Context: an optimization exercise on an open-source flow, tuned for small area, a short achievable clock period and few clock cycles. The choices shown serve that exercise and are no tape-out recipe. Where RTL was checked, it was by simulation tests only, not by an equivalence proof against the original. No functional check of the RTL was part of runs 1, 2 and 6. Power figures rest on the tool's default switching activity, not on a simulated workload.

File: flow/config.mk
export PLATFORM = sky130hd
export DESIGN_NAME = gf_decomp_mul
export DESIGN_NICKNAME = gf_decomp_mul
export VERILOG_FILES = /design/flow/design.v
export SDC_FILE = /design/flow/constraint.sdc
export NUM_CORES = 4
export LEC_CHECK = 0
export CAP_MARGIN = 20
export CORE_MARGIN = 2
export CORE_UTILIZATION = 35
export PLACE_DENSITY = 0.55
export SETUP_SLACK_MARGIN = 3
export SLEW_MARGIN = 20
export SYNTH_MEMORY_MAX_BITS = 65536
File: flow/constraint.sdc
create_clock -name core_clock -period 8.0 [get_ports {clk}]
set_input_delay 1.6000 -clock core_clock [delete_from_list [all_inputs] [get_ports {clk}]]
set_output_delay 1.6000 -clock core_clock [all_outputs]
set_load 0.01 [all_outputs]
File: flow/design.v
module gf_decomp_mul (
    input  wire        clk,
    input  wire        rst,
    input  wire        cmd_valid,
    output wire        cmd_ready,
    input  wire [7:0]  cmd_op,
    input  wire [1:0]  cmd_ksel,
    input  wire [63:0] cmd_a,
    input  wire [63:0] cmd_b,
    output wire        rsp_valid,
    input  wire        rsp_ready,
    output wire [3:0]  rsp_cc,
    output wire [63:0] rsp_result
);
    localparam OP_CFG   = 8'h04;
    localparam OP_NBM   = 8'h30;
    localparam OP_BLDRT = 8'h31;
    localparam OP_RTRD  = 8'h32;
    localparam OP_MSL8  = 8'h33;
    localparam OP_MODRB = 8'h34;
    localparam OP_MULD  = 8'h35;
    localparam CC_OK      = 3'd0;
    localparam CC_ILLEGAL = 3'd1;
    localparam CC_NOCFG   = 3'd2;
    localparam CC_WIDTH   = 3'd3;
    localparam CC_OPERAND = 3'd4;
    localparam CC_TABLE   = 3'd5;
    reg        cfg_valid;
    reg        k16;           
    reg [15:0] poly;
    reg        rt_valid;
    localparam MK = 4;                  
    localparam [2:0] MSTEPS = 16 / MK;
    reg [15:0] mv;                      
    reg [15:0] mu;                      
    reg [2:0]  mcnt;                    
    reg        pend;                    
    reg        pend_bldrt;              
    reg [2:0]  cc_q;
    reg [31:0] x_q;
    wire rsp_v = pend && !(pend_bldrt && mcnt > 3'd1);
    assign rsp_valid = rsp_v;
    assign rsp_cc    = {1'b0, cc_q};
    assign cmd_ready = !pend || (rsp_v && rsp_ready);
    wire fire = cmd_valid && cmd_ready;
    wire is_cfg   = (cmd_op == OP_CFG);
    wire is_nbm   = (cmd_op == OP_NBM);
    wire is_bldrt = (cmd_op == OP_BLDRT);
    wire is_rtrd  = (cmd_op == OP_RTRD);
    wire is_msl8  = (cmd_op == OP_MSL8);
    wire is_modrb = (cmd_op == OP_MODRB);
    wire is_muld  = (cmd_op == OP_MULD);
    wire is_field = is_bldrt | is_rtrd | is_msl8 | is_modrb | is_muld;
    wire a_hi32 = |cmd_a[63:32];
    wire a_hi16 = a_hi32 | (|cmd_a[31:16]);
    wire a_hi8  = a_hi16 | (|cmd_a[15:8]);
    wire a_hi4  = a_hi8  | (|cmd_a[7:4]);
    wire b_hi16 = |cmd_b[63:16];
    wire b_hi4  = b_hi16 | (|cmd_b[15:4]);
    reg cfg_bad;
    always @(*) begin
        case (cmd_ksel)
            2'd0: cfg_bad = a_hi4;
            2'd1: cfg_bad = a_hi8;
            2'd2: cfg_bad = a_hi16;
            default: cfg_bad = a_hi32;
        endcase
    end
    wire field_bad = (is_rtrd & a_hi8) | (is_msl8 & a_hi16) |
                     (is_modrb & a_hi32) | (is_muld & (a_hi16 | b_hi16));
    reg [2:0] cc;
    always @(*) begin
        if (is_cfg)
            cc = cfg_bad ? CC_OPERAND : CC_OK;
        else if (is_nbm)
            cc = (a_hi8 | b_hi4) ? CC_OPERAND : CC_OK;
        else if (is_field) begin
            if (!cfg_valid)
                cc = CC_NOCFG;
            else if (!k16)
                cc = CC_WIDTH;
            else if (field_bad)
                cc = CC_OPERAND;
            else if (!is_bldrt && !rt_valid)
                cc = CC_TABLE;
            else
                cc = CC_OK;
        end else
            cc = CC_ILLEGAL;
    end
    wire ok = (cc == CC_OK);
    wire [15:0] A = cmd_a[15:0];
    wire [15:0] B = cmd_b[15:0];
    reg [30:0] prod;
    integer i;
    always @(*) begin
        prod = 31'd0;
        for (i = 0; i < 16; i = i + 1)
            if (B[i]) prod = prod ^ ({15'd0, A} << i);
    end
    wire sel_mul   = ok & (is_muld | is_nbm);
    wire sel_modrb = ok & is_modrb;
    wire sel_msl8  = ok & is_msl8;
    wire sel_rtrd  = ok & is_rtrd;
    wire [31:0] X = ({32{sel_mul}}   & {1'b0, prod})
                  | ({32{sel_modrb}} & cmd_a[31:0])
                  | ({32{sel_msl8}}  & {8'd0, cmd_a[15:0], 8'd0})
                  | ({32{sel_rtrd}}  & {cmd_a[15:0], 16'd0});
    function [15:0] mulx;
        input [15:0] v;
        input [15:0] p;
        begin
            mulx = {v[14:0], 1'b0} ^ (p & {16{v[15]}});
        end
    endfunction
    reg [15:0] mstep [0:MK];
    reg [MK-1:0] mbits;
    integer j;
    always @(*) begin
        mstep[0] = mv;
        for (j = 0; j < MK; j = j + 1) begin
            mbits[MK-1-j] = mstep[j][15];
            mstep[j+1] = mulx(mstep[j], poly);
        end
    end
    wire [15:0] H = x_q[31:16];
    reg  [30:0] hm;
    reg  [30:0] qp;
    always @(*) begin
        hm = 31'd0;
        for (j = 0; j < 16; j = j + 1)
            if (mu[j]) hm = hm ^ ({15'd0, H} << j);
    end
    wire [15:0] q = H ^ {1'b0, hm[30:16]};
    always @(*) begin
        qp = 31'd0;
        for (j = 0; j < 16; j = j + 1)
            if (poly[j]) qp = qp ^ ({15'd0, q} << j);
    end
    wire [15:0] red = x_q[15:0] ^ qp[15:0];
    assign rsp_result = {48'd0, red};
    always @(posedge clk) begin
        if (fire && ok && is_cfg) begin
            mv <= cmd_a[15:0];
        end else if (mcnt != 3'd0) begin
            mv <= mstep[MK];
            mu <= {mu[15-MK:0], mbits};
        end
    end
    always @(posedge clk) begin
        if (rst) begin
            pend       <= 1'b0;
            pend_bldrt <= 1'b0;
            mcnt       <= 3'd0;
            cfg_valid  <= 1'b0;
            k16        <= 1'b0;
            poly       <= 16'd0;
            rt_valid   <= 1'b0;
        end else begin
            if (mcnt != 3'd0)
                mcnt <= mcnt - 3'd1;
            if (rsp_v && rsp_ready)
                pend <= 1'b0;
            if (fire) begin
                pend       <= 1'b1;
                pend_bldrt <= is_bldrt;
                if (ok && is_cfg) begin
                    cfg_valid <= 1'b1;
                    k16       <= (cmd_ksel == 2'd2);
                    poly      <= cmd_a[15:0];
                    rt_valid  <= 1'b0;
                    mcnt      <= MSTEPS;
                end
                if (ok && is_bldrt)
                    rt_valid <= 1'b1;
            end
        end
    end
    always @(posedge clk) begin
        if (cmd_ready) begin
            cc_q <= cc;
            x_q  <= X;
        end
    end
endmodule
File: flow/flow/run.sh
#!/bin/bash
# The standard layout (the standard.sh: ORFS synthesis through finish),
# with one change: the port buffers that global placement inserts on every
# input and output are sky130_fd_sc_hd__buf_1 instead of the cell buffer_ports
# picks by default (clkdlybuf4s50_1, a delay cell); timing repair resizes
# them as needed.
set -euo pipefail
cd "$(dirname "$0")/.."
export BUFFER_PORTS_ARGS="-buffer_cell sky130_fd_sc_hd__buf_1"
bash standard.sh > standard_make.log 2>&1
File: flow/standard.sh
#!/bin/bash
# synth_recipe.tcl (not shown) runs the flow's synth.tcl, then flattens the netlist and writes it again
# the make line also repeats each setting of config.mk as NAME=value (left out here)
make -C /OpenROAD-flow-scripts/flow DESIGN_CONFIG=/design/flow/config.mk WORK_HOME=/design/flow/orfs CLKGATE_MAP_FILE= SYNTH_SCRIPT=/design/flow/synth_recipe.tcl "${@:-finish}"
==> key figures, run 1 <==
Run status
  • Result of the run: timing/DRC/antenna clean

Cells and area
  • Commonest non-fill, non-tap cell in the layout: nand2_1
  • Highest-count cells in the layout ignoring fill and taps: nand2_1, xnor2_1, buf_1
  • Number of cells in the finished layout apart from fillers: 2,215
  • Layout cells sized above 1: 7.159%
  • Layout Utilization: 39.45%
  • Number of fill cells: 3,592
  • Growth of design area from synthesis to finish: 11.49%
  • Diodes inserted: 0
  • Final layout net count: 1,900

Synth
  • Synthesis warning total: 2
  • Synthesized area per cell: 7.429 um^2
  • Synthesized cell area: 12,190 um^2
  • Combinational family with the most area after synthesis: XOR/XNOR gates
  • Compound-gate portion of the synthesized area: 6.014%
  • Sequential area share after synthesis: 20.44%
  • Area fraction in and, or, nand and nor cells after synthesis: 23.90%
  • Mapped Cells: 1,641
  • Area share of the leading cell type in the synthesized netlist: 24.57%
  • Share of synthesized flip-flops with an asynchronous set or reset: 0%
  • Most area-consuming cells after synthesis: xnor2_1, nand2_1, edfxtp_1
  • Parity-gate share of the synthesized area counting xor and xnor cells: 40.32%
  • Top flip-flop cell by instance count after synthesis: edfxtp_1
  • Area share of fa/ha/maj cells after synthesis: 0.3079%
  • Count of flip-flops with a built-in enable after synthesis: 67
  • Share of synthesized area spent on multiplexers: 1.088%
  • FF+latch count, synth: 91
  • Cell type contributing the most total cell area after synthesis: xnor2_1
  • Synth cell types: 51

STA
  • Unrepaired setup endpoints after global routing: true
  • Actual transition at the worst max-transition pin: 1.214 ns
  • Worst slew margin relative to its limit: 19.07%
  • Final Setup Violations: 0
  • Highest clock rate: 205.2 MHz
  • Clock period minus worst slack: 4.873 ns
  • Hold Slack: 0.4206 ns
  • Share of the clock period used by the worst path: 60.91%
  • Worst clock skew: 0.01470 ns
  • Number of hold violations in the final report: 0
  • Setup TNS: 0 ns
  • Final slew viol count: 0

Critical path
  • Slowest library cell on the worst path: edfxtp_1
  • Max FO, Critical Path: 9
  • Required @ worst endpoint: 6.40 ns
  • Critical path startpoint category: flop
  • Crit path capture type: primary output
  • Data arrival, critical path: 3.27 ns
  • Worst stage delay on the critical path: 0.54 ns
  • Most used cell, CP: xnor3_1
  • Critical-path cell list: nand2_1 > xnor3_1 > xnor3_2 > nand2_1 > xnor2_1 > xnor3_1 > xnor3_1 > buf_1
  • Setup CP Type: flop to primary output

Pwr
  • Power density over the cells: 192.8 nW/um^2
  • Leakage power: 4.794 nW
  • Worst vdd ir: 0.1385 mV
  • Relative contribution of the clock network to total power: 15.8%
  • Sequential share of power: 29.9%
  • Internal power contribution: 1.461 mW
  • Switching component of the power: 1.160 mW
  • Switching portion of total power: 44.25%
  • Power share of the combinational group: 54.3%

Die
  • Row count: 68
  • Ports placed on the boundary: 212
  • Die ar.: 36,340 um^2
  • Starting density of the core: 35.38%
  • Overall die width: 190.6 um
  • Core area: 34,460 um^2
  • Die Y-Extent: 190.6 um

Global route
  • First-pass GRT wire length: 61,580 um
  • Number of antenna violations at the first check in global routing: 0
  • Pin count of the biggest net entering global routing: 37
  • Number of global-route vias before repair: 10,640
  • Overflow after GRT: 0
  • Overall routing resource usage: 21.61%

Worst hold path
  • Worst min path class: flop to flop

Clock tree
  • Root buffer cell: clkbuf_16
  • TritonCTS clock tree: yes
  • Count of clock tree sinks: 91
  • CTS Buf Count: 9
  • Maximum buffer depth of the clock tree: 2
  • Insertion delay to the later sink of the worst-skew pair: 0.35 ns
  • Worst-path clk slew: 0.06 ns
  • H-tree depth reported by CTS: 3
  • Hold-fix buffers at CTS: 0

Place
  • Buffers on Ports: 162
  • HPWL after detailed placement: 26,710 um
  • Gpl congestion: 0.9081
  • Number of placed instances with taps included: 2,145

Route
  • Final WL: 39,520 um
  • Average wire length per cell after detail routing: 17.84 um
  • Mean number of vias per cell: 5.016
  • Final routed DRC violation total: 0
  • Antenna Nets Post-Route: 0
  • Number of design-rule violations left by the first detailed-router iteration: 990
  • Number of vias after detailed routing: 11,110
  • Detailed Routing Iterations Pass 1: 5

Flow run
  • MaxCap Viol Count: 0
## cell type report
type | count | area, um^2 | share of cell area, %
flip-flops and latches | 91 | 2492 | 18.34
multi-input cells | 1400 | 8964 | 65.94
clock inverters | 6 | 46.29 | 0.3406
well taps | 455 | 569.3 | 4.188
repair buffers | 245 | 1252 | 9.214
clock buffers | 10 | 239.0 | 1.758
inverters | 8 | 30.03 | 0.2209
## sequential cells by signal, indices dropped and copies added (netlist names)
signal / count
pend: 1
cfg_valid: 1
mu: 16
x_q: 32
mv: 16
cc_q: 3
poly: 16
mcnt: 3
pend_bldrt: 1
k16: 1
rt_valid: 1
## worst max-delay path, delay by kind of cell (launching register included)
kind,cells,cell delay (ns)
simple gates,2,0.22
flops,1,0.54
xor+xnor,5,1.99
buf+inv,1,0.16
## metal layers
metal | vias to the layer above | routed length, um | track usage [%]
li1 | 5339 | - | -
met1 | 5296 | 18480 | 31.02
met2 | 414 | 17980 | 34.55
met3 | 62 | 2222 | 1.803
met4 | 0 | 823 | 6.231
met5 | - | 0 | 0
## power by group through the flow
stage               clock network [mW]  registers [mW]  logic [mW]
global placement                     0           0.843        1.20
finish                           0.414           0.784        1.42
detailed placement                   0           0.848        1.21
floorplan                            0           0.718       0.996
CTS                              0.420           0.805        1.30
global route                     0.436           0.796        1.53
## kinds of logic (layout without fill, tap and decap cells)
logic type               Yosys count  in the layout
AND/OR/NAND/NOR                  719            719
XOR/XNOR                         498            498
buffers and inverters            198            269
AO/OA/AOI/OAI                    119            119
flip-flops                        91             91
multiplexers                      12             12
adder cells (fa/ha/maj)            3              3
other                              1             49
## stage by stage
step                      total power [mW]  setup WS [ns]  area, um^2
after detailed placement             2.058          3.116       12870
after global placement               2.047          3.122       12850
after floorplan                      1.714          3.859       12370
after CTS                            2.525          2.970       13350
after global routing                 2.757          2.953       13590
final                                2.621          3.127       13590
## cell usage after synthesis (4+ instances only)
master	instances
buf_4	49
xnor2_1	342
nor2b_1	4
a222oi_1	8
inv_1	8
nor4_1	33
a22oi_1	19
a21oi_1	35
buf_1	11
nand2_1	588
mux2_2	10
dfxtp_1	24
nand3_1	23
o21ai_0	40
buf_2	21
nand4_1	8
nor3_1	5
nor3b_1	4
xor2_1	115
clkbuf_1	107
xnor3_1	37
nor2_1	40
edfxtp_1	67
## repair_timing
action | CTS | global route
endpoints found under the hold margin | 0 | 0
resized for setup | 6 | 0
gates cloned | 0 | 0
setup buffers | 22 | 32
pin swaps | 0 | 2
setup endpoints to repair | 13 | 11
## path summary, 6_finish.rpt
path,from,to,slack (ns),depth (start not counted)
worst max-delay path,mu[11]$_DFFE_PP_,rsp_result[15],3.13,8
worst min-delay path,mu[0]$_DFFE_PP_,mu[4]$_DFFE_PP_,0.42,0
worst min register to register,mu[0]$_DFFE_PP_,mu[4]$_DFFE_PP_,0.42,0
worst max register to register,mv[15]$_DFFE_PP_,mv[8]$_DFFE_PP_,4.70,9
==> run 2: changes to the inputs <==
--- a/flow/design.v
+++ b/flow/design.v
@@ -38,7 +38,9 @@
     reg        pend_bldrt;              
     reg [2:0]  cc_q;
     reg [31:0] x_q;
-    wire rsp_v = pend && !(pend_bldrt && mcnt > 3'd1);
+    reg [7:0]  p_q;
+    reg        ok_q;
+    wire rsp_v = pend && !(pend_bldrt && mcnt != 3'd0);
     assign rsp_valid = rsp_v;
     assign rsp_cc    = {1'b0, cc_q};
     assign cmd_ready = !pend || (rsp_v && rsp_ready);
@@ -98,10 +100,10 @@
         for (i = 0; i < 16; i = i + 1)
             if (B[i]) prod = prod ^ ({15'd0, A} << i);
     end
-    wire sel_mul   = ok & (is_muld | is_nbm);
-    wire sel_modrb = ok & is_modrb;
-    wire sel_msl8  = ok & is_msl8;
-    wire sel_rtrd  = ok & is_rtrd;
+    wire sel_mul   = is_muld | is_nbm;
+    wire sel_modrb = is_modrb;
+    wire sel_msl8  = is_msl8;
+    wire sel_rtrd  = is_rtrd;
     wire [31:0] X = ({32{sel_mul}}   & {1'b0, prod})
                   | ({32{sel_modrb}} & cmd_a[31:0])
                   | ({32{sel_msl8}}  & {8'd0, cmd_a[15:0], 8'd0})
@@ -115,7 +117,7 @@
     endfunction
     reg [15:0] mstep [0:MK];
     reg [MK-1:0] mbits;
-    integer j;
+    integer j, m;
     always @(*) begin
         mstep[0] = mv;
         for (j = 0; j < MK; j = j + 1) begin
@@ -123,21 +125,42 @@
             mstep[j+1] = mulx(mstep[j], poly);
         end
     end
-    wire [15:0] H = x_q[31:16];
-    reg  [30:0] hm;
+    wire [15:0] Xh = X[31:16];
+    reg  [7:0]  q_hi;
+    reg  [7:0]  p_lo;
+    always @(*) begin
+        for (j = 8; j < 16; j = j + 1) begin
+            q_hi[j-8] = Xh[j];
+            for (m = j + 1; m < 16; m = m + 1)
+                q_hi[j-8] = q_hi[j-8] ^ (Xh[m] & mu[j+16-m]);
+        end
+        for (j = 0; j < 8; j = j + 1) begin
+            p_lo[j] = 1'b0;
+            for (m = 8; m < 16; m = m + 1)
+                p_lo[j] = p_lo[j] ^ (Xh[m] & mu[j+16-m]);
+        end
+    end
+    wire [31:0] x_d = {q_hi, X[23:0]};
+    wire [15:0] xl = x_q[15:0]  & {16{ok_q}};
+    wire [7:0]  hl = x_q[23:16] & {8{ok_q}};
+    wire [7:0]  qh = x_q[31:24] & {8{ok_q}};
+    wire [7:0]  pl = p_q        & {8{ok_q}};
+    reg  [7:0]  ql;
+    always @(*) begin
+        for (j = 0; j < 8; j = j + 1) begin
+            ql[j] = hl[j] ^ pl[j];
+            for (m = j + 1; m < 8; m = m + 1)
+                ql[j] = ql[j] ^ (hl[m] & mu[j+16-m]);
+        end
+    end
+    wire [15:0] q = {qh, ql};
     reg  [30:0] qp;
-    always @(*) begin
-        hm = 31'd0;
-        for (j = 0; j < 16; j = j + 1)
-            if (mu[j]) hm = hm ^ ({15'd0, H} << j);
-    end
-    wire [15:0] q = H ^ {1'b0, hm[30:16]};
     always @(*) begin
         qp = 31'd0;
         for (j = 0; j < 16; j = j + 1)
             if (poly[j]) qp = qp ^ ({15'd0, q} << j);
     end
-    wire [15:0] red = x_q[15:0] ^ qp[15:0];
+    wire [15:0] red = xl ^ qp[15:0];
     assign rsp_result = {48'd0, red};
     always @(posedge clk) begin
         if (fire && ok && is_cfg) begin
@@ -179,7 +202,9 @@
     always @(posedge clk) begin
         if (cmd_ready) begin
             cc_q <= cc;
-            x_q  <= X;
+            x_q  <= x_d;
+            p_q  <= p_lo;
+            ok_q <= ok;
         end
     end
 endmodule
==> run 2 against run 1 <==
Effect of this change: combinational power fell by 36%; synthesized cell count rose by 1.5%; worst hold slack improved by 0.020 ns; cell area fell by 1.4%; sequential power rose by 13%; final cell count fell by 0.72%; register-to-register slack got worse by 0.65 ns; clock-buffer cell count fell by 1; clock skew fell by 0.0040 ns; clock power rose by 5.8%; first-iteration DRC count fell by 9.6%; still clean; sequential share of layout area rose by 2.3 points; highest routed layer unchanged.
==> key figures, run 2 <==
Worst hold path
  • Start point of the worst hold path: mu[0]$_DFFE_PP_
  • End point of the worst hold path: mu[4]$_DFFE_PP_
  • Worst min path class: flop to flop
  • Worst hold path cell count: 0

Synth
  • Top cells by count, synth: nand2_1, xnor2_1, xor2_1, clkbuf_1, edfxtp_1
  • Mapped Cells: 1,665
  • Top flip-flop cell by instance count after synthesis: edfxtp_1
  • Sequential area share after synthesis: 22.31%
  • Cell type contributing the most total cell area after synthesis: xnor2_1
  • Share of synthesized flip-flops with an asynchronous set or reset: 0%
  • Area share of the leading cell type in the synthesized netlist: 28.30%
  • Synth cell types: 53
  • Most area-consuming cells after synthesis: xnor2_1, nand2_1, edfxtp_1
  • Synthesized cell area: 12,380 um^2
  • FF+latch count, synth: 100
  • Count of flip-flops with a built-in enable after synthesis: 76
  • Synthesis warning total: 2
  • Synthesized area per cell: 7.436 um^2
  • Cell with the most instances after synthesis: nand2_1

Pwr
  • Relative contribution of the clock network to total power: 19.6%
  • Worst vdd ir: 0.1302 mV
  • Internal power contribution: 1.301 mW
  • Power share of the combinational group: 40.6%
  • Sequential share of power: 39.7%
  • Power density over the cells: 166.7 nW/um^2
  • Post-layout total power: 2.235 mW
  • Switching component of the power: 0.9346 mW
  • Switching portion of total power: 41.81%
  • Leakage power: 4.494 nW

Critical path
  • Slowest library cell on the worst path: xnor3_2
  • Required @ worst endpoint: 6.40 ns
  • Max FO, Critical Path: 15
  • Setup CP Type: flop to primary output
  • Critical-path cell list: nand2_1 > xnor3_1 > xnor3_2 > nand2_1 > xnor2_1 > xnor3_1 > and2_1 > buf_1
  • Crit path buffers/inverters: 1
  • Critical path startpoint category: flop
  • Cell count of the worst reg-to-reg path: 10
  • Launch point of the worst reg-to-reg path: mcnt[0]$_SDFF_PP0_
  • Worst stage delay on the critical path: 0.65 ns
  • Family of cells with the greatest summed delay on the critical path: XOR/XNOR gates
  • Register-to-Register Setup Slack: 4.05 ns
  • Data arrival, critical path: 3.18 ns
  • Reg-to-Reg End: mv[1]$_DFFE_PP_
  • Crit path capture type: primary output

STA
  • Worst clock skew: 0.01072 ns
  • Final Setup Violations: 0
  • Final slew viol count: 0
  • Clock period minus worst slack: 4.776 ns
  • Highest clock rate: 209.4 MHz
  • Actual transition at the worst max-transition pin: 1.083 ns
  • Unrepaired setup endpoints after global routing: false
  • Number of hold violations in the final report: 0
  • Share of the clock period used by the worst path: 59.70%
  • Setup TNS: 0 ns
  • Worst slew margin relative to its limit: 27.83%

Global route
  • Overflow after GRT: 0
  • Overall routing resource usage: 20.54%
  • Pin count of the biggest net entering global routing: 48
  • Number of antenna violations at the first check in global routing: 0
  • Number of global-route vias before repair: 10,290
  • First-pass GRT wire length: 59,400 um

Cells and area
  • Max reg flops: 32
  • Layout cells sized above 1: 4.587%
  • Register bank with the most flops: x_q
  • Diodes inserted: 0
  • Growth of design area from synthesis to finish: 8.277%
  • Final layout net count: 1,884
  • Highest-count cells in the layout ignoring fill and taps: nand2_1, xnor2_1, buf_1
  • Commonest non-fill, non-tap cell in the layout: nand2_1

Route
  • Final WL: 37,480 um
  • Detailed Routing Iterations Pass 1: 5
  • Number of vias after detailed routing: 10,850
  • Mean number of vias per cell: 4.935
  • Average wire length per cell after detail routing: 17.05 um
  • Final routed DRC violation total: 0
  • Number of design-rule violations left by the first detailed-router iteration: 895
  • Antenna Nets Post-Route: 0

Clock tree
  • Count of clock tree sinks: 100
  • TritonCTS clock tree: yes
  • CTS Buf Count: 9
  • Maximum buffer depth of the clock tree: 2
  • Insertion delay to the later sink of the worst-skew pair: 0.35 ns
  • Hold-fix buffers at CTS: 0
  • Worst-path clk slew: 0.08 ns
  • H-tree depth reported by CTS: 3
  • Root buffer cell: clkbuf_16

Place
  • HPWL after detailed placement: 26,080 um
  • Buffers on Ports: 162
  • Gpl congestion: 0.8704

Run status
  • Result of the run: timing/DRC/antenna clean

Die
  • Die ar.: 36,890 um^2
  • Overall die width: 192.1 um
  • Ports placed on the boundary: 212
  • Core area: 34,710 um^2
  • Die Y-Extent: 192.1 um
  • Row count: 68
  • Starting density of the core: 35.67%

Flow run
  • MaxCap Viol Count: 0
## run 2: cell types whose count changed after synthesis, sizes merged, moves of 9 or more
cell / change
edfxtp: +9
nor2: -16
o21ai: +10
nand2: +28
xnor3: -20
nand3: -17
and2: +15
xor2: -17
clkbuf: -14
xnor2: +60
mux2: -9
## run 2: area by class of cell
cell class	instances	area [um^2]
Fill cell	3685	21310
Multi-Input combinational cell	1425	8867
Sequential cell	100	2763
Timing Repair Buffer	197	890.9
Tap cell	455	569.3
Clock buffer	9	225.2
Clock inverter	7	67.56
Inverter	6	22.52
## run 2: what timing repair did
item	4_1_cts	5_1_grt
endpoints found under the setup margin	8	4
gates resized for setup	1	2
buffers inserted	0	3
## run 2: through the flow
step                      setup slack [ns]  cell area, um^2  hold WS [ns]  utilization (%)  cells
after global placement               2.738            13030        0.4105            37.53   2176
after global routing                 3.016            13410        0.4513            38.62   2199
after floorplan                      3.637            12560        0.4003                -   1713
after CTS                            3.038            13340        0.4467            38.44   2194
after detailed placement             2.673            13050        0.4176            37.59   2178
final                                3.224            13410        0.4409            38.62   2199
## run 2: power by group through the flow
| stage | clock, mW | combinational (mW) | sequential (mW) |
|---|---|---|---|
| after floorplan | 0 | 0.736 | 0.771 |
| after CTS | 0.447 | 0.882 | 0.900 |
| final | 0.438 | 0.908 | 0.888 |
| after global routing | 0.465 | 0.993 | 0.902 |
| after global placement | 0 | 0.868 | 0.910 |
| after detailed placement | 0 | 0.879 | 0.911 |
## run 2: worst max-delay path by stage
stage | start | endpoint | slack [ns] | depth (start not counted)
after detailed placement | cmd_op[0] | x_q[24]$_DFFE_PN_ | 2.67 | 8
after floorplan | rsp_ready | mu[0]$_DFFE_PP_ | 3.64 | 6
after global placement | cmd_op[0] | x_q[24]$_DFFE_PN_ | 2.74 | 8
final | mu[12]$_DFFE_PP_ | rsp_result[15] | 3.22 | 8
after global routing | mu[13]$_DFFE_PP_ | rsp_result[13] | 3.02 | 8
after CTS | cmd_op[0] | x_q[24]$_DFFE_PN_ | 3.04 | 8
## run 2: layer usage
layer  GRT usage, %  part of all wire [%]  up-vias
li1               -                     -     5291
met1          30.26                    47     5127
met2          32.62                    45      401
met3          1.096                   6.1       34
met4          5.285                   1.5        0
met5              0                     0        -
## run 2: kinds of logic (layout without fill, tap and decap cells)
logic type	Yosys count	after routing	share of synthesized area [%]
muxes	2	2	0.1718
other	1	49	0.03029
and+or+nand+nor	730	730	24.22
AOI/OAI and AO/OA	121	121	6.205
buffers and inverters	188	219	7.721
adders and majority gates	3	3	0.3032
DFF	100	100	22.31
xor gates and xnor gates	520	520	39.03
==> run 3: changes to the inputs <==
--- a/flow/design.v
+++ b/flow/design.v
@@ -31,7 +31,6 @@
     reg        rt_valid;
     localparam MK = 4;                  
     localparam [2:0] MSTEPS = 16 / MK;
-    reg [15:0] mv;                      
     reg [15:0] mu;                      
     reg [2:0]  mcnt;                    
     reg        pend;                    
@@ -115,15 +114,24 @@
             mulx = {v[14:0], 1'b0} ^ (p & {16{v[15]}});
         end
     endfunction
+    function [15:0] mu_step;
+        input [15:0] w;
+        input [15:0] p;
+        integer i;
+        reg nb;
+        begin
+            nb = 1'b0;
+            for (i = 0; i < 16; i = i + 1)
+                nb = nb ^ (p[i] & w[15-i]);
+            mu_step = {w[14:0], nb};
+        end
+    endfunction
     reg [15:0] mstep [0:MK];
-    reg [MK-1:0] mbits;
     integer j, m;
     always @(*) begin
-        mstep[0] = mv;
-        for (j = 0; j < MK; j = j + 1) begin
-            mbits[MK-1-j] = mstep[j][15];
-            mstep[j+1] = mulx(mstep[j], poly);
-        end
+        mstep[0] = mu;
+        for (j = 0; j < MK; j = j + 1)
+            mstep[j+1] = mu_step(mstep[j], poly);
     end
     wire [15:0] Xh = X[31:16];
     reg  [7:0]  q_hi;
@@ -163,12 +171,10 @@
     wire [15:0] red = xl ^ qp[15:0];
     assign rsp_result = {48'd0, red};
     always @(posedge clk) begin
-        if (fire && ok && is_cfg) begin
-            mv <= cmd_a[15:0];
-        end else if (mcnt != 3'd0) begin
-            mv <= mstep[MK];
-            mu <= {mu[15-MK:0], mbits};
-        end
+        if (fire && ok && is_cfg)
+            mu <= 16'h0001;
+        else if (mcnt != 3'd0)
+            mu <= mstep[MK];
     end
     always @(posedge clk) begin
         if (rst) begin
--- a/flow/config.mk
+++ b/flow/config.mk
@@ -9,6 +9,6 @@
 export CORE_MARGIN = 2
 export CORE_UTILIZATION = 35
 export PLACE_DENSITY = 0.55
-export SETUP_SLACK_MARGIN = 3
+export SETUP_SLACK_MARGIN = 3.6
 export SLEW_MARGIN = 20
 export SYNTH_MEMORY_MAX_BITS = 65536
==> run 3 against run 2 <==
Effect of this change: clock power shrank 6.8%; sequential share of layout area is 4.0 points lower; non-clock buffer count is 4 higher; fmax increased by 10%; routed wire length shrank 2.1%; still clean; worst hold slack improved by 0.027 ns; critical endpoint unchanged; largest cell class unchanged.
==> key figures, run 3 <==
Synth
  • Synthesis warning total: 2
  • Count of flip-flops with a built-in enable after synthesis: 44
  • Synthesized area per cell: 7.001 um^2
  • Top cells by count, synth: nand2_1, xnor2_1, xor2_1, clkbuf_1, buf_4
  • Sequential area share after synthesis: 17.95%
  • Synth cell types: 58
  • Most area-consuming cells after synthesis: xnor2_1, nand2_1, edfxtp_1
  • Cell type contributing the most total cell area after synthesis: xnor2_1
  • Area share of the leading cell type in the synthesized netlist: 31.33%
  • Synthesized cell area: 11,830 um^2
  • Mapped Cells: 1,689
  • Cell with the most instances after synthesis: nand2_1
  • FF+latch count, synth: 84
  • Top flip-flop cell by instance count after synthesis: edfxtp_1
  • Share of synthesized flip-flops with an asynchronous set or reset: 0%

Die
  • Overall die width: 187.8 um
  • Core area: 33,360 um^2
  • Row count: 67
  • Die ar.: 35,270 um^2
  • Ports placed on the boundary: 212
  • Die Y-Extent: 187.8 um
  • Starting density of the core: 35.44%

Global route
  • Pin count of the biggest net entering global routing: 41
  • Number of global-route vias before repair: 10,460
  • Number of antenna violations at the first check in global routing: 0
  • Overflow after GRT: 0
  • Overall routing resource usage: 20.65%
  • First-pass GRT wire length: 58,860 um

Pwr
  • Switching portion of total power: 41.39%
  • Sequential share of power: 40.2%
  • Power density over the cells: 134.6 nW/um^2
  • Leakage power: 4.222 nW
  • Internal power contribution: 1.022 mW
  • Power share of the combinational group: 36.4%
  • Post-layout total power: 1.743 mW
  • Switching component of the power: 0.7214 mW
  • Worst vdd ir: 0.1084 mV
  • Relative contribution of the clock network to total power: 23.4%

Place
  • HPWL after detailed placement: 25,080 um
  • Area post-placement: 12,350 um^2
  • Post-place setup slack: 2.997 ns
  • Buffers on Ports: 162
  • Gpl congestion: 0.8706

Cells and area
  • Final layout net count: 1,902
  • Growth of design area from synthesis to finish: 9.502%
  • Multi-input gate area: 8989 um^2
  • Layout cells sized above 1: 6.580%
  • Seq. cell area: 2156 um^2
  • Max reg flops: 32
  • Diodes inserted: 0
  • Commonest non-fill, non-tap cell in the layout: nand2_1
  • Top Registers: x_q: 32 flops, mu: 16 flops, poly: 16 flops
  • Highest-count cells in the layout ignoring fill and taps: nand2_1, xnor2_1, buf_1
  • Register bank with the most flops: x_q
  • Design area: 12,950 um^2
  • Number of fill cells: 3,598

Worst hold path
  • Worst min path class: flop to flop

Route
  • Average wire length per cell after detail routing: 16.59 um
  • Antenna Nets Post-Route: 0
  • Number of vias after detailed routing: 10,900
  • Final WL: 36,680 um
  • Mean number of vias per cell: 4.929
  • Final routed DRC violation total: 0
  • Detailed Routing Iterations Pass 1: 5
  • Number of design-rule violations left by the first detailed-router iteration: 661

STA
  • Final Setup Violations: 0
  • Worst slew margin relative to its limit: 26.93%
  • Final slew viol count: 0
  • Clock period minus worst slack: 4.328 ns
  • Unrepaired setup endpoints after global routing: true
  • Share of the clock period used by the worst path: 54.10%
  • Actual transition at the worst max-transition pin: 1.096 ns
  • Worst clock skew: 0.01223 ns
  • Number of hold violations in the final report: 0
  • Final worst setup slack: 3.672 ns
  • Setup TNS: 0 ns
  • Highest clock rate: 231.1 MHz

Clock tree
  • Root buffer cell: clkbuf_16
  • H-tree depth reported by CTS: 3
  • Count of clock tree sinks: 84
  • Worst-path clk slew: 0.07 ns
  • Maximum buffer depth of the clock tree: 2
  • CTS Buf Count: 9
  • TritonCTS clock tree: yes
  • Insertion delay to the later sink of the worst-skew pair: 0.34 ns

Run status
  • Result of the run: timing/DRC/antenna clean

Flow run
  • MaxCap Viol Count: 0

Critical path
  • Required @ worst endpoint: 6.40 ns
  • Data arrival, critical path: 2.73 ns
  • Crit path capture type: primary output
  • Setup CP Type: flop to primary output
  • Critical path startpoint category: flop
  • Max FO, Critical Path: 7
==> run 3: layer usage <==
layer	track usage, %	share of wire, %	vias up	routed length (um)
li1	-	-	5289	-
met1	29.14	47	5234	17130
met2	34.20	47	346	17150
met3	1.628	5.5	28	2009
met4	4.755	1.1	0	397
met5	0	0	-	0
==> run 3: final timing paths <==
kind | from | to | slack (ns) | cells after the start
max reg2reg | mcnt[0]$_SDFF_PP0_ | poly[1]$_SDFFE_PP0P_ | 4.68 | 12
min reg2reg | pend_bldrt$_SDFFE_PP0P_ | pend_bldrt$_SDFFE_PP0P_ | 0.47 | 2
max | x_q[21]$_DFFE_PN_ | rsp_result[15] | 3.67 | 10
min | pend_bldrt$_SDFFE_PP0P_ | pend_bldrt$_SDFFE_PP0P_ | 0.47 | 2
==> run 3: cell families (layout without fill, tap and decap cells) <==
logic type / after synthesis / after routing / share of synthesized area [%]
multiplexers: 19 / 19 / 1.651
flip-flops: 84 / 84 / 17.95
other: 1 / 49 / 0.03171
AND/OR/NAND/NOR: 748 / 749 / 25.50
adder cells (fa/ha/maj): 2 / 2 / 0.2116
AO/OA/AOI/OAI: 106 / 106 / 5.555
XOR/XNOR: 533 / 533 / 40.62
buffers and inverters: 196 / 221 / 8.486
==> run 3: what timing repair did <==
item	in CTS	in global routing
gates cloned	0	1
hold buffers	0	0
setup endpoints to repair	29	16
pin swaps	2	10
gates resized for setup	29	25
endpoints found under the hold margin	0	0
setup buffers	6	12
==> run 3: worst max-delay path, cell delays in order (launching register included) <==
cell	delay [ns]
edfxtp_1	0.47
xor2_2	0.22
xnor2_2	0.16
xnor2_2	0.22
and2_2	0.27
nand2_1	0.09
xnor2_1	0.16
xnor2_1	0.27
xnor2_1	0.18
xnor2_1	0.15
buf_1	0.18
==> run 3: per-stage QoR <==
step,instances,util [%],hold slack (ns)
2_1_floorplan,1737,-,0.4366
3_3_place_gp,2175,37.00,0.4461
3_5_place_dp,2175,37.00,0.4517
4_1_cts,2197,38.18,0.4622
5_1_grt,2211,38.81,0.5027
6_report,2211,38.81,0.4684
==> run 3: area by class of cell <==
type | count | share of cell area, %
Sequential cell | 84 | 16.65
Clock buffer | 10 | 1.846
Timing Repair Buffer | 201 | 7.237
Clock inverter | 6 | 0.4058
Inverter | 4 | 0.1160
Multi-Input combinational cell | 1458 | 69.42
Tap cell | 448 | 4.329
==> run 3: power groups by stage <==
stage                     Combinational [mW]  Clock (mW)  Sequential, mW
after floorplan                        0.597           0           0.544
after global placement                 0.601           0           0.699
after detailed placement               0.611           0           0.702
after CTS                              0.619       0.417           0.699
after global routing                   0.700       0.436           0.711
final                                  0.634       0.408           0.701
Testbench counts of run 3, summed over its fixed seeds: cycles 2,480.
==> run 4: changes to the inputs <==
--- a/flow/config.mk
+++ b/flow/config.mk
@@ -9,6 +9,6 @@
 export CORE_MARGIN = 2
 export CORE_UTILIZATION = 35
 export PLACE_DENSITY = 0.55
-export SETUP_SLACK_MARGIN = 3.6
+export SETUP_SLACK_MARGIN = 4.0
 export SLEW_MARGIN = 20
 export SYNTH_MEMORY_MAX_BITS = 65536
==> run 4 against run 3 <==
Effect of this change: cell area rose by 3.7%; area after synthesis stayed put; fmax up 0.77%; core utilization rose by 1.4 points; combinational power is 5.7% higher; register-to-register slack gained 0.26 ns; still clean; first-iteration DRC count is 37% higher.
==> key figures, run 4 <==
Run status
  • Result of the run: timing/DRC/antenna clean

Clock tree
  • H-tree depth reported by CTS: 3
  • Count of clock tree sinks: 84
  • Worst-path clk slew: 0.07 ns
  • CTS Buf Count: 9
  • Insertion delay to the later sink of the worst-skew pair: 0.34 ns
  • Maximum buffer depth of the clock tree: 2
  • Root buffer cell: clkbuf_16
  • Hold-fix buffers at CTS: 0
  • TritonCTS clock tree: yes

STA
  • Share of the clock period used by the worst path: 53.68%
  • Actual transition at the worst max-transition pin: 1.094 ns
  • Setup TNS: 0 ns
  • Clock period minus worst slack: 4.295 ns
  • Worst clock skew: 0.007253 ns
  • Number of hold violations in the final report: 0
  • Highest clock rate: 232.9 MHz
  • Final slew viol count: 0
  • Unrepaired setup endpoints after global routing: true
  • Hold Slack: 0.4625 ns
  • Worst slew margin relative to its limit: 27.06%
  • Final Setup Violations: 0

Critical path
  • Setup CP Type: flop to primary output
  • Launch point of the worst reg-to-reg path: mu[6]$_SDFFE_PP0N_
  • Max FO, Critical Path: 6
  • Crit path capture type: primary output
  • Critical path startpoint category: flop
  • Cell count of the worst reg-to-reg path: 10
  • Worst setup path endpoint: rsp_result[9]
  • Reg-to-Reg End: mu[0]$_SDFFE_PP1N_
  • Register-to-Register Setup Slack: 4.94 ns
  • Data arrival, critical path: 2.69 ns
  • CP startpoint: x_q[20]$_DFFE_PN_
  • Required @ worst endpoint: 6.40 ns

Cells and area
  • Layout cells sized above 1: 10.21%
  • Final layout net count: 1,922
  • Max reg flops: 32
  • Design area: 13,430 um^2
  • Growth of design area from synthesis to finish: 13.54%
  • Top Registers: x_q: 32 flops, mu: 16 flops, poly: 16 flops
  • Diodes inserted: 0
  • Commonest non-fill, non-tap cell in the layout: nand2_1
  • Highest-count cells in the layout ignoring fill and taps: nand2_1, xnor2_1, buf_1
  • Register bank with the most flops: x_q

Route
  • Antenna Nets Post-Route: 0
  • Number of design-rule violations left by the first detailed-router iteration: 907
  • Final WL: 38,260 um
  • Mean number of vias per cell: 4.931
  • Number of vias after detailed routing: 11,000
  • Average wire length per cell after detail routing: 17.15 um
  • Detailed Routing Iterations Pass 1: 7
  • Final routed DRC violation total: 0

Pwr
  • Worst vdd ir: 0.08514 mV
  • Power density over the cells: 134.2 nW/um^2
  • Leakage power: 4.519 nW

Global route
  • First-pass GRT wire length: 60,880 um
  • Number of global-route vias before repair: 10,740
  • Overflow after GRT: 0
  • Overall routing resource usage: 21.44%
  • Pin count of the biggest net entering global routing: 33
  • Number of antenna violations at the first check in global routing: 0

Synth
  • Share of synthesized flip-flops with an asynchronous set or reset: 0%
  • Area share of the leading cell type in the synthesized netlist: 31.33%
  • Synthesized area per cell: 7.001 um^2
  • Cell with the most instances after synthesis: nand2_1
  • Synthesized cell area: 11,830 um^2
  • Synthesis warning total: 2
  • Most area-consuming cells after synthesis: xnor2_1, nand2_1, edfxtp_1
  • Synth cell types: 58
  • Count of flip-flops with a built-in enable after synthesis: 44
  • Cell type contributing the most total cell area after synthesis: xnor2_1
  • Top flip-flop cell by instance count after synthesis: edfxtp_1
  • Sequential area share after synthesis: 17.95%
  • FF+latch count, synth: 84
  • Mapped Cells: 1,689
  • Top cells by count, synth: nand2_1, xnor2_1, xor2_1, clkbuf_1, buf_4

Die
  • Overall die width: 187.8 um
  • Die Y-Extent: 187.8 um
  • Core area: 33,360 um^2
  • Starting density of the core: 35.44%
  • Ports placed on the boundary: 212
  • Row count: 67
  • Die ar.: 35,270 um^2

Place
  • Buffers on Ports: 162
  • Area post-placement: 12,350 um^2
  • HPWL after detailed placement: 25,450 um
  • Gpl congestion: 0.8611

Worst hold path
  • Worst min path class: flop to flop

Flow run
  • MaxCap Viol Count: 0
-- run 4: cell counts after synthesis --
Identical to the previous run, type by type.
-- run 4: how the worst min path moves through the flow --
stage                                        from                       to  slack (ns)  cells past startpoint
after global routing      pend_bldrt$_SDFFE_PP0P_  pend_bldrt$_SDFFE_PP0P_        0.48                      2
after CTS                 pend_bldrt$_SDFFE_PP0P_  pend_bldrt$_SDFFE_PP0P_        0.46                      2
final                     pend_bldrt$_SDFFE_PP0P_  pend_bldrt$_SDFFE_PP0P_        0.46                      2
after detailed placement  pend_bldrt$_SDFFE_PP0P_  pend_bldrt$_SDFFE_PP0P_        0.45                      2
after floorplan           pend_bldrt$_SDFFE_PP0P_  pend_bldrt$_SDFFE_PP0P_        0.44                      2
after global placement    pend_bldrt$_SDFFE_PP0P_  pend_bldrt$_SDFFE_PP0P_        0.44                      2
-- run 4: routing by layer --
metal / track usage (%) / routed length [um] / vias to the layer above
met2: 34.47 / 17390 / 337
met3: 2.340 / 2122 / 48
met5: 0 / 0 / -
li1: - / - / 5328
met1: 30.21 / 17950 / 5288
met4: 6.269 / 802 / 0
-- run 4: per-stage QoR --
step	total power, mW	instances	util, %	worst slack (ns)
6_report	1.802	2231	40.24	3.705
5_1_grt	1.899	2231	40.24	3.541
4_1_cts	1.790	2216	39.15	3.700
3_5_place_dp	1.315	2175	37.01	3.213
3_3_place_gp	1.304	2175	37.00	3.054
2_1_floorplan	1.141	1737	-	4.137
-- run 4: cell families after synthesis --
family | synth area share [%]
adders and majority gates | 0.2116
xor gates and xnor gates | 40.62
buffers and inverters | 8.486
DFF | 17.95
and+or+nand+nor | 25.50
AOI/OAI and AO/OA | 5.555
other | 0.03171
muxes | 1.651
-- run 4: area by class of cell --
type / instances / area (um^2)
inverter: 4 / 15.01
multi-input combinational: 1461 / 9221
fill: 3552 / 19940
clock inverter: 6 / 51.30
tap: 448 / 560.5
sequential: 84 / 2163
clock buffer: 10 / 250.2
timing repair buffer: 218 / 1165
-- run 4: where the power goes --
| group | switching [mW] | leakage, nW | internal [mW] |
|---|---|---|---|
| logic | 0.372 | 3.52 | 0.297 |
| clock network | 0.194 | 0.153 | 0.236 |
| registers | 0.183 | 0.842 | 0.518 |
-- run 4: repair_timing --
action / CTS / global route
pin swaps: 29 / 43
resized for setup: 79 / 49
buffers inserted: 21 / 15
endpoints found under the setup margin: 51 / 64
hold endpoints to repair: 0 / 0
cloned: 4 / 0
-- run 4: worst max-delay path, stage by stage (launching register included) --
cell and delay, ns:
edfxtp_1 0.56, xor2_1 0.22, xnor2_1 0.23, xnor2_1 0.18
and2_4 0.24, buf_12 0.12, nand2_1 0.08, xnor2_2 0.17
xnor2_1 0.21, xnor2_1 0.17, buf_2 0.17
==> run 5: changes to the inputs <==
--- a/flow/config.mk
+++ b/flow/config.mk
@@ -9,6 +9,6 @@
 export CORE_MARGIN = 2
 export CORE_UTILIZATION = 35
 export PLACE_DENSITY = 0.55
-export SETUP_SLACK_MARGIN = 4.0
+export SETUP_SLACK_MARGIN = 3
 export SLEW_MARGIN = 20
 export SYNTH_MEMORY_MAX_BITS = 65536
==> run 5 against run 4 <==
Effect of this change: combinational power down 8.7%; area after synthesis stayed put; worst hold slack gained 0.0063 ns; die area unchanged; non-clock buffer count down 35; first-iteration DRC count down 16%; sequential power down 0.7%; synthesized cell count did not move; cell area fell by 5.5%; critical path type unchanged.
==> key figures, run 5 <==
Run status
  • Result of the run: timing/DRC/antenna clean

STA
  • Clock period minus worst slack: 4.689 ns
  • Final worst setup slack: 3.311 ns
  • Setup TNS: 0 ns
  • Worst slew margin relative to its limit: 24.82%
  • Final slew viol count: 0
  • Final Setup Violations: 0
  • Worst clock skew: 0.01249 ns
  • Unrepaired setup endpoints after global routing: false
  • Number of hold violations in the final report: 0
  • Highest clock rate: 213.3 MHz
  • Share of the clock period used by the worst path: 58.61%
  • Hold Slack: 0.4689 ns
  • Actual transition at the worst max-transition pin: 1.128 ns

Place
  • Number of placed instances with taps included: 2,175
  • Area post-placement: 12,350 um^2
  • Post-place setup slack: 2.997 ns
  • Buffers on Ports: 162
  • Gpl congestion: 0.8706
  • HPWL after detailed placement: 25,080 um

Route
  • Mean number of vias per cell: 4.885
  • Average wire length per cell after detail routing: 16.54 um
  • Detailed Routing Iterations Pass 1: 5
  • Number of vias after detailed routing: 10,710
  • Antenna Nets Post-Route: 0
  • Met3 wire length: 2087 um
  • Top Layer Used: met4
  • Met2 routed WL: 16,850 um
  • Final routed DRC violation total: 0
  • Met1 wire length: 16,890 um
  • Final WL: 36,260 um
  • Number of design-rule violations left by the first detailed-router iteration: 759

Clock tree
  • H-tree depth reported by CTS: 3
  • CTS Buf Count: 9
  • Worst-path clk slew: 0.07 ns
  • Maximum buffer depth of the clock tree: 2
  • Count of clock tree sinks: 84
  • Resize count post-CTS: 0
  • Hold-fix buffers at CTS: 0
  • Post CTS Setup Buffer Count: 0
  • Insertion delay to the later sink of the worst-skew pair: 0.34 ns
  • TritonCTS clock tree: yes
  • Root buffer cell: clkbuf_16

Global route
  • Overflow after GRT: 0
  • Number of antenna violations at the first check in global routing: 0
  • Overall routing resource usage: 20.51%
  • Number of global-route vias before repair: 10,380
  • Pin count of the biggest net entering global routing: 41
  • First-pass GRT wire length: 58,560 um

Synth
  • Top flip-flop cell by instance count after synthesis: edfxtp_1
  • Most area-consuming cells after synthesis: xnor2_1, nand2_1, edfxtp_1
  • Cell with the most instances after synthesis: nand2_1
  • Synth cell types: 58
  • Synthesized cell area: 11,830 um^2
  • FF+latch count, synth: 84
  • Mapped Cells: 1,689
  • Area share of the leading cell type in the synthesized netlist: 31.33%
  • Sequential area share after synthesis: 17.95%
  • Top cells by count, synth: nand2_1, xnor2_1, xor2_1, clkbuf_1, buf_4
  • Cell type contributing the most total cell area after synthesis: xnor2_1
  • Count of flip-flops with a built-in enable after synthesis: 44
  • Synthesized area per cell: 7.001 um^2
  • Synthesis warning total: 2
  • Share of synthesized flip-flops with an asynchronous set or reset: 0%

Pwr
  • Power density over the cells: 135.3 nW/um^2
  • Post-layout total power: 1.717 mW
  • Worst vdd ir: 0.1094 mV
  • Leakage power: 4.048 nW

Cells and area
  • Number of fill cells: 3,605
  • Growth of design area from synthesis to finish: 7.291%
  • Final layout net count: 1,883
  • Number of cells in the finished layout apart from fillers: 2,192
  • Commonest non-fill, non-tap cell in the layout: nand2_1
  • Top Registers: x_q: 32 flops, mu: 16 flops, poly: 16 flops
  • Max reg flops: 32
  • Highest-count cells in the layout ignoring fill and taps: nand2_1, xnor2_1, buf_1
  • Layout Utilization: 38.03%
  • Layout cells sized above 1: 3.842%
  • Register bank with the most flops: x_q
  • Diodes inserted: 0
  • Design area: 12,690 um^2

Critical path
  • Data arrival, critical path: 3.09 ns
  • Register-to-Register Setup Slack: 4.53 ns
  • Reg-to-Reg End: poly[1]$_SDFFE_PP0P_
  • Launch point of the worst reg-to-reg path: mcnt[0]$_SDFF_PP0_
  • Required @ worst endpoint: 6.40 ns
  • Crit path capture type: primary output
  • CP startpoint: x_q[21]$_DFFE_PN_
  • Cell count of the worst reg-to-reg path: 12
  • Critical path startpoint category: flop
  • Setup CP Type: flop to primary output
  • Max FO, Critical Path: 7
  • Worst setup path endpoint: rsp_result[15]

Flow run
  • MaxCap Viol Count: 0

Worst hold path
  • Worst min path class: flop to flop

Die
  • Row count: 67
  • Die Y-Extent: 187.8 um
  • Die ar.: 35,270 um^2
  • Starting density of the core: 35.44%
  • Overall die width: 187.8 um
  • Ports placed on the boundary: 212
  • Core area: 33,360 um^2
==> run 5: cell types whose count changed in the layout (fill, tap and decap cells not counted), moves of 15 or more <==
cell	delta
nand2_1	+15
xnor2_2	-21
xnor2_1	+21
buf_1	+19
buf_2	-15
buf_4	-23
==> run 5: kinds of logic after synthesis <==
group                      share of synthesized area, %
and+or+nand+nor                                   25.50
AOI/OAI and AO/OA                                 5.555
buffers and inverters                             8.486
other                                           0.03171
muxes                                             1.651
adders and majority gates                        0.2116
DFF                                               17.95
xor gates and xnor gates                          40.62
==> run 5: critical path, cell delays in order (launching register included) <==
cell and delay (ns):
edfxtp_1 0.53, xor2_1 0.23, xnor2_1 0.28, xnor2_2 0.22
and2_0 0.43, nand2_1 0.12, xnor2_1 0.16, xnor2_1 0.27
xnor2_1 0.18, xnor2_1 0.14, buf_1 0.18
==> run 5: worst min-delay path by stage <==
stage               slack (ns)  cells past startpoint                    start                       to
finish                    0.47                      2  pend_bldrt$_SDFFE_PP0P_  pend_bldrt$_SDFFE_PP0P_
global route              0.50                      2  pend_bldrt$_SDFFE_PP0P_  pend_bldrt$_SDFFE_PP0P_
CTS                       0.46                      2  pend_bldrt$_SDFFE_PP0P_  pend_bldrt$_SDFFE_PP0P_
detailed placement        0.45                      2  pend_bldrt$_SDFFE_PP0P_  pend_bldrt$_SDFFE_PP0P_
global placement          0.45                      2  pend_bldrt$_SDFFE_PP0P_  pend_bldrt$_SDFFE_PP0P_
floorplan                 0.44                      2  pend_bldrt$_SDFFE_PP0P_  pend_bldrt$_SDFFE_PP0P_
==> run 5: final cells by class <==
cell class              instances  area [um^2]  share of cell area (%)
multi-input cells            1457         8902                   70.17
flip-flops and latches         84         2130                   16.78
repair buffers                183        788.3                   6.213
well taps                     448        560.5                   4.418
clock buffers                  10        239.0                   1.884
clock inverters                 6        52.55                  0.4142
inverters                       4        15.01                  0.1183
==> run 5: report_power, final <==
group          switching, mW  internal [mW]  leakage (nW)
Sequential             0.183          0.513         0.835
Clock                  0.184          0.225         0.144
Combinational          0.347          0.265          3.07
Total                  0.715           1.00          4.05
==> run 5: routing by layer <==
metal / GRT usage [%] / vias up
met5: 0 / -
met4: 4.694 / 0
met3: 1.610 / 34
met2: 33.68 / 333
met1: 29.21 / 5092
li1: - / 5250
==> run 6: changes to the inputs <==
--- a/flow/design.v
+++ b/flow/design.v
@@ -38,7 +38,6 @@
     reg [2:0]  cc_q;
     reg [31:0] x_q;
     reg [7:0]  p_q;
-    reg        ok_q;
     wire rsp_v = pend && !(pend_bldrt && mcnt != 3'd0);
     assign rsp_valid = rsp_v;
     assign rsp_cc    = {1'b0, cc_q};
@@ -149,10 +148,10 @@
         end
     end
     wire [31:0] x_d = {q_hi, X[23:0]};
-    wire [15:0] xl = x_q[15:0]  & {16{ok_q}};
-    wire [7:0]  hl = x_q[23:16] & {8{ok_q}};
-    wire [7:0]  qh = x_q[31:24] & {8{ok_q}};
-    wire [7:0]  pl = p_q        & {8{ok_q}};
+    wire [15:0] xl = x_q[15:0];
+    wire [7:0]  hl = x_q[23:16];
+    wire [7:0]  qh = x_q[31:24];
+    wire [7:0]  pl = p_q;
     reg  [7:0]  ql;
     always @(*) begin
         for (j = 0; j < 8; j = j + 1) begin
@@ -208,9 +207,8 @@
     always @(posedge clk) begin
         if (cmd_ready) begin
             cc_q <= cc;
-            x_q  <= x_d;
-            p_q  <= p_lo;
-            ok_q <= ok;
+            x_q  <= x_d & {32{ok}};
+            p_q  <= p_lo & {8{ok}};
         end
     end
 endmodule
==> run 6 against run 5 <==
Effect of this change: still clean; via count rose by 1.3%; area after synthesis hardly changed; routed wire length grew 1.3%; register-to-register slack better by 0.30 ns; critical path type unchanged; highest routed layer unchanged.
==> key figures, run 6 <==
Clock tree
  • Count of clock tree sinks: 83
  • H-tree depth reported by CTS: 3
  • Worst-path clk slew: 0.06 ns
  • Insertion delay to the later sink of the worst-skew pair: 0.34 ns
  • Root buffer cell: clkbuf_16
  • Maximum buffer depth of the clock tree: 2
  • Post CTS Setup Buffer Count: 0
  • TritonCTS clock tree: yes
  • Hold-fix buffers at CTS: 0
  • CTS Buf Count: 9

Critical path
  • Critical path startpoint category: flop
  • Required @ worst endpoint: 6.40 ns
  • Crit path capture type: primary output
  • Critical-path cell list: nand2_1 > xnor2_1 > xnor2_2 > nand2_1 > xnor2_1 > xnor2_1 > xnor2_1 > xnor2_1 > buf_1
  • Family of cells with the greatest summed delay on the critical path: XOR/XNOR gates
  • Worst stage delay on the critical path: 0.84 ns
  • Data arrival, critical path: 3.07 ns
  • Max FO, Critical Path: 17
  • Crit path buffers/inverters: 1
  • Slowest library cell on the worst path: dfxtp_1
  • Most used cell, CP: xnor2_1
  • Setup CP Type: flop to primary output

STA
  • Unrepaired setup endpoints after global routing: false
  • Setup TNS: 0 ns
  • Number of hold violations in the final report: 0
  • Highest clock rate: 214.0 MHz
  • Worst slew margin relative to its limit: 25.67%
  • Actual transition at the worst max-transition pin: 1.115 ns
  • Final slew viol count: 0
  • Clock period minus worst slack: 4.672 ns
  • Final Setup Violations: 0
  • Share of the clock period used by the worst path: 58.40%
  • Final worst setup slack: 3.328 ns
  • Worst clock skew: 0.006448 ns

Place
  • HPWL after detailed placement: 25,170 um
  • Buffers on Ports: 162
  • Gpl congestion: 0.8332
  • Post-place setup slack: 3.266 ns

Synth
  • Count of flip-flops with a built-in enable after synthesis: 43
  • Share of synthesized area spent on multiplexers: 0.3494%
  • Area share of the leading cell type in the synthesized netlist: 30.46%
  • Area fraction in and, or, nand and nor cells after synthesis: 26.45%
  • Mapped Cells: 1,705
  • Share of synthesized flip-flops with an asynchronous set or reset: 0%
  • Sequential area share after synthesis: 17.70%
  • Top cells by count, synth: nand2_1, xnor2_1, xor2_1, clkbuf_1, a21oi_1
  • Most area-consuming cells after synthesis: xnor2_1, nand2_1, edfxtp_1
  • Cell with the most instances after synthesis: nand2_1
  • Area share of fa/ha/maj cells after synthesis: 0.2117%
  • Parity-gate share of the synthesized area counting xor and xnor cells: 40.45%
  • Cell type contributing the most total cell area after synthesis: xnor2_1
  • FF+latch count, synth: 83
  • Top flip-flop cell by instance count after synthesis: edfxtp_1
  • Synthesized cell area: 11,820 um^2
  • Synth cell types: 60
  • Synthesized area per cell: 6.932 um^2
  • Combinational family with the most area after synthesis: XOR/XNOR gates
  • Compound-gate portion of the synthesized area: 6.394%
  • Synthesis warning total: 2

Route
  • Number of vias after detailed routing: 10,850
  • Final WL: 36,740 um
  • Number of design-rule violations left by the first detailed-router iteration: 860
  • Antenna Nets Post-Route: 0
  • Detailed Routing Iterations Pass 1: 6
  • Mean number of vias per cell: 4.901
  • Average wire length per cell after detail routing: 16.60 um
  • Final routed DRC violation total: 0

Global route
  • First-pass GRT wire length: 59,800 um
  • Overall routing resource usage: 21.05%
  • Number of global-route vias before repair: 10,690
  • Number of antenna violations at the first check in global routing: 0
  • Pin count of the biggest net entering global routing: 45
  • Overflow after GRT: 0

Worst hold path
  • Worst min path class: flop to flop

Cells and area
  • Commonest non-fill, non-tap cell in the layout: nand2_1
  • Diodes inserted: 0
  • Growth of design area from synthesis to finish: 8.279%
  • Final layout net count: 1,904
  • Register bank with the most flops: x_q
  • Top Registers: x_q: 32 flops, mu: 16 flops, poly: 16 flops
  • Highest-count cells in the layout ignoring fill and taps: nand2_1, xnor2_1, buf_1
  • Max reg flops: 32
  • Layout cells sized above 1: 3.909%

Die
  • Overall die width: 187.8 um
  • Die ar.: 35,250 um^2
  • Row count: 67
  • Core area: 33,360 um^2
  • Starting density of the core: 35.42%
  • Ports placed on the boundary: 212
  • Die Y-Extent: 187.8 um

Pwr
  • Leakage power: 4.178 nW
  • Worst vdd ir: 0.1173 mV
  • Post-layout total power: 1.688 mW
  • Power density over the cells: 131.9 nW/um^2

Run status
  • Result of the run: timing/DRC/antenna clean

Flow run
  • MaxCap Viol Count: 0
==> run 6: metrics by stage <==
stage	utilization [%]	cells	cell area, um^2	hold slack, ns
after detailed placement	37.31	2197	12450	0.4694
after global placement	37.31	2197	12450	0.4602
after global routing	38.36	2213	12800	0.5112
after floorplan	-	1753	12000	0.4453
after CTS	38.22	2213	12750	0.4786
final	38.36	2213	12800	0.4756
==> run 6: area by class of cell <==
type	instances	area [um^2]
fillers	3579	20570
multi-input cells	1467	8982
flip-flops and latches	83	2092
repair buffers	193	844.6
well taps	448	560.5
clock buffers	13	275.3
inverters	6	22.52
clock inverters	3	20.02
==> run 6: path summary, 6_finish.rpt <==
path / from / end / slack (ns) / cells after the start
hold reg to reg: k16$_SDFFE_PP0P_ / k16$_SDFFE_PP0P_ / 0.48 / 2
setup reg to reg: poly[7]$_SDFFE_PP0P_ / mu[0]$_SDFFE_PP1N_ / 4.83 / 9
setup / recovery: mu[14]$_SDFFE_PP0N_ / rsp_result[5] / 3.33 / 9
hold / removal: k16$_SDFFE_PP0P_ / k16$_SDFFE_PP0P_ / 0.48 / 2
==> run 6: what timing repair did <==
| action | 4_1_cts | 5_1_grt |
|---|---|---|
| resized for setup | 1 | 4 |
| setup endpoints to repair | 9 | 11 |
| cloned | 0 | 0 |
==> run 6: power by group <==
group	leakage [nW]	switching [mW]	total (mW)	internal, mW
logic	3.21	0.375	0.646	0.271
registers	0.821	0.136	0.630	0.494
clock network	0.149	0.171	0.413	0.242
==> run 6: cell families after synthesis <==
| family | count (synthesis) |
|---|---|
| AO/OA/AOI/OAI | 115 |
| XOR/XNOR | 528 |
| adder cells (fa/ha/maj) | 2 |
| buffers and inverters | 203 |
| flip-flops | 83 |
| multiplexers | 4 |
| other | 1 |
| AND/OR/NAND/NOR | 769 |
==> run 6: per-layer routing <==
layer  wire length [um]  track usage, %
met5                  0               0
met1              16590           28.30
met3               2007           1.722
met2              17470           35.80
met4                673           6.511
==> run 6: tightest hold or removal path, stage by stage, from the launching register on <==
cell and delay [ns]:
dfxtp_1 0.32, nand2_1 0.06, a21oi_1 0.05
==> run 7: changes to the inputs <==
--- a/flow/design.v
+++ b/flow/design.v
@@ -33,6 +33,7 @@
     localparam [2:0] MSTEPS = 16 / MK;
     reg [15:0] mu;                      
     reg [2:0]  mcnt;                    
+    reg [15:0] mu_o;                    
     reg        pend;                    
     reg        pend_bldrt;              
     reg [2:0]  cc_q;
@@ -157,7 +158,7 @@
         for (j = 0; j < 8; j = j + 1) begin
             ql[j] = hl[j] ^ pl[j];
             for (m = j + 1; m < 8; m = m + 1)
-                ql[j] = ql[j] ^ (hl[m] & mu[j+16-m]);
+                ql[j] = ql[j] ^ (hl[m] & mu_o[j+16-m]);
         end
     end
     wire [15:0] q = {qh, ql};
@@ -170,6 +171,7 @@
     wire [15:0] red = xl ^ qp[15:0];
     assign rsp_result = {48'd0, red};
     always @(posedge clk) begin
+        mu_o <= mu;
         if (fire && ok && is_cfg)
             mu <= 16'h0001;
         else if (mcnt != 3'd0)
--- a/flow/config.mk
+++ b/flow/config.mk
@@ -9,6 +9,6 @@
 export CORE_MARGIN = 2
 export CORE_UTILIZATION = 35
 export PLACE_DENSITY = 0.55
-export SETUP_SLACK_MARGIN = 3
+export SETUP_SLACK_MARGIN = 3.6
 export SLEW_MARGIN = 20
 export SYNTH_MEMORY_MAX_BITS = 65536
==> run 7 against run 6 <==
Effect of this change: via count rose by 1.2%; total power increased by 11%; sequential share of layout area increased by 0.84 points; global-route usage decreased by 0.17 points; sequential power increased by 17%; final cell count increased by 1.1%; highest routed layer unchanged.
==> key figures, run 7 <==
Run status
  • Result of the run: timing/DRC/antenna clean

Critical path
  • Critical path startpoint category: flop
  • Cell count of the worst reg-to-reg path: 10
  • Data arrival, critical path: 2.69 ns
  • Slowest library cell on the worst path: edfxtp_1
  • Launch point of the worst reg-to-reg path: poly[6]$_SDFFE_PP0P_
  • Most used cell, CP: xnor2_1
  • Required @ worst endpoint: 6.40 ns
  • Crit path buffers/inverters: 2
  • Path length in cells of the critical path: 10
  • Setup CP Type: flop to primary output
  • CP startpoint: x_q[19]$_DFFE_PN_
  • Worst stage delay on the critical path: 0.47 ns

Place
  • Gpl congestion: 0.8519
  • HPWL after detailed placement: 26,050 um
  • Buffers on Ports: 162

Synth
  • Count of flip-flops with a built-in enable after synthesis: 43
  • Most area-consuming cells after synthesis: xnor2_1, nand2_1, edfxtp_1
  • FF+latch count, synth: 90
  • Mapped Cells: 1,716
  • Top flip-flop cell by instance count after synthesis: dfxtp_1
  • Top cells by count, synth: nand2_1, xnor2_1, xor2_1, clkbuf_1, nor2_1
  • Cell with the most instances after synthesis: nand2_1
  • Synthesized area per cell: 6.958 um^2
  • Synthesized cell area: 11,940 um^2

Clock tree
  • CTS Buf Count: 9
  • Count of clock tree sinks: 90
  • Maximum buffer depth of the clock tree: 2
  • H-tree depth reported by CTS: 3
  • Insertion delay to the later sink of the worst-skew pair: 0.36 ns
  • TritonCTS clock tree: yes
  • Worst-path clk slew: 0.08 ns

Route
  • Final routed DRC violation total: 0
  • Mean number of vias per cell: 4.906
  • Number of design-rule violations left by the first detailed-router iteration: 712
  • Top Layer Used: met4
  • Met3 wire length: 1886 um
  • Number of vias after detailed routing: 10,980
  • Final WL: 37,520 um
  • Detailed Routing Iterations Pass 1: 5
  • Average wire length per cell after detail routing: 16.76 um

Cells and area
  • Growth of design area from synthesis to finish: 9.095%
  • Top Registers: x_q: 32 flops, mu: 16 flops, poly: 16 flops
  • Final layout net count: 1,925
  • Commonest non-fill, non-tap cell in the layout: nand2_1
  • Register bank with the most flops: x_q

Pwr
  • Sequential share of power: 39.3%
  • Worst vdd ir: 0.1161 mV
  • Leakage power: 4.277 nW
  • Relative contribution of the clock network to total power: 21.9%
  • Power share of the combinational group: 38.8%
  • Switching component of the power: 0.7868 mW
  • Switching portion of total power: 42.16%
  • Internal power contribution: 1.079 mW

Die
  • Die ar.: 35,610 um^2
  • Core area: 33,530 um^2
  • Ports placed on the boundary: 212
  • Starting density of the core: 35.61%
  • Row count: 67

STA
  • Worst clock skew: 0.01239 ns
  • Number of hold violations in the final report: 0
  • Hold Slack: 0.4793 ns
  • Worst slew margin relative to its limit: 33.03%
  • Actual transition at the worst max-transition pin: 1.002 ns
  • Unrepaired setup endpoints after global routing: true
  • Share of the clock period used by the worst path: 53.69%

Global route
  • Overall routing resource usage: 20.88%
  • Number of global-route vias before repair: 10,500
  • First-pass GRT wire length: 59,060 um
  • Overflow after GRT: 0

Worst hold path
  • Worst hold path cell count: 2
-- run 7: changes by cell type in the layout (fill, tap and decap cells not counted), moves of 5 or more --
cell and change:
nor2_1 +19, a222oi_1 -11, o21ai_0 -11, a221oi_1 +10, nand2_1 +9, nor3_1 -6, nor4_1 +6, a21oi_1 -5
dfxtp_2 +5, or4_1 -5
-- run 7: timing repair --
| item | in CTS | in global routing |
|---|---|---|
| gates resized for setup | 6 | 13 |
| pin swaps | 2 | 6 |
| buffers inserted | 2 | 5 |
| endpoints found under the setup margin | 14 | 15 |
| hold buffers | 0 | 0 |
| cloned | 0 | 0 |
-- run 7: cells by family after synthesis --
kind of cell	after synthesis	share of synthesized area, %
simple gates	787	26.50
xor+xnor	532	40.07
buf+inv	197	8.331
compound gates	103	5.816
flops	90	18.69
mux	4	0.3458
fa+ha+maj	2	0.2095
other cells	1	0.03141
-- run 7: final cells by class --
type,instances,area (um^2)
clock inverters,6,46.29
clock buffers,10,229.0
fillers,3569,20510
repair buffers,198,930.9
inverters,5,18.77
multi-input cells,1477,8992
well taps,448,560.5
flip-flops and latches,90,2238
diodes,4,10.01
-- run 7: metrics by stage --
step	utilization (%)	area, um^2	total power, mW	instances	setup slack [ns]
final	38.85	13030	1.866	2238	3.705
after global routing	38.85	13030	1.974	2238	3.553
after CTS	38.41	12880	1.839	2229	3.623
after detailed placement	37.41	12550	1.422	2211	3.086
after global placement	37.39	12540	1.408	2211	3.179
after floorplan	-	12120	1.211	1764	3.747
-- run 7: power by group through the flow --
stage | registers (mW) | logic (mW) | clock network [mW]
after floorplan | 0.602 | 0.609 | 0
after global placement | 0.741 | 0.667 | 0
after detailed placement | 0.742 | 0.680 | 0
after CTS | 0.732 | 0.689 | 0.418
after global routing | 0.745 | 0.795 | 0.434
final | 0.734 | 0.724 | 0.408
-- run 7: worst paths after layout --
path	endpoint
max	rsp_result[8]
min	pend_bldrt$_SDFFE_PP0P_
max reg2reg	mu[0]$_SDFFE_PP1N_
min reg2reg	pend_bldrt$_SDFFE_PP0P_
-- run 7: tightest hold or removal path, stage by stage, from the launching register on --
cell and delay, ns:
dfxtp_1 0.31, nand2b_1 0.06, a21oi_1 0.06
-- run 7: layer usage --
| layer | track usage (%) | up-vias |
|---|---|---|
| met5 | 0 | - |
| met4 | 7.572 | 0 |
| met3 | 1.546 | 51 |
| met2 | 36.52 | 391 |
| met1 | 26.89 | 5166 |
| li1 | - | 5372 |
Testbench counts of run 7, summed over its fixed seeds: cycles 2,480.

Re-timed with assumed drivers on the ports (clkbuf_16 on the clock, buf_2 on other inputs), run 7 has 3.657 ns of setup slack against 3.705 ns with ideal ports, and 3.384 ns once port delays also move by the mid clock arrival of 0.400 ns.
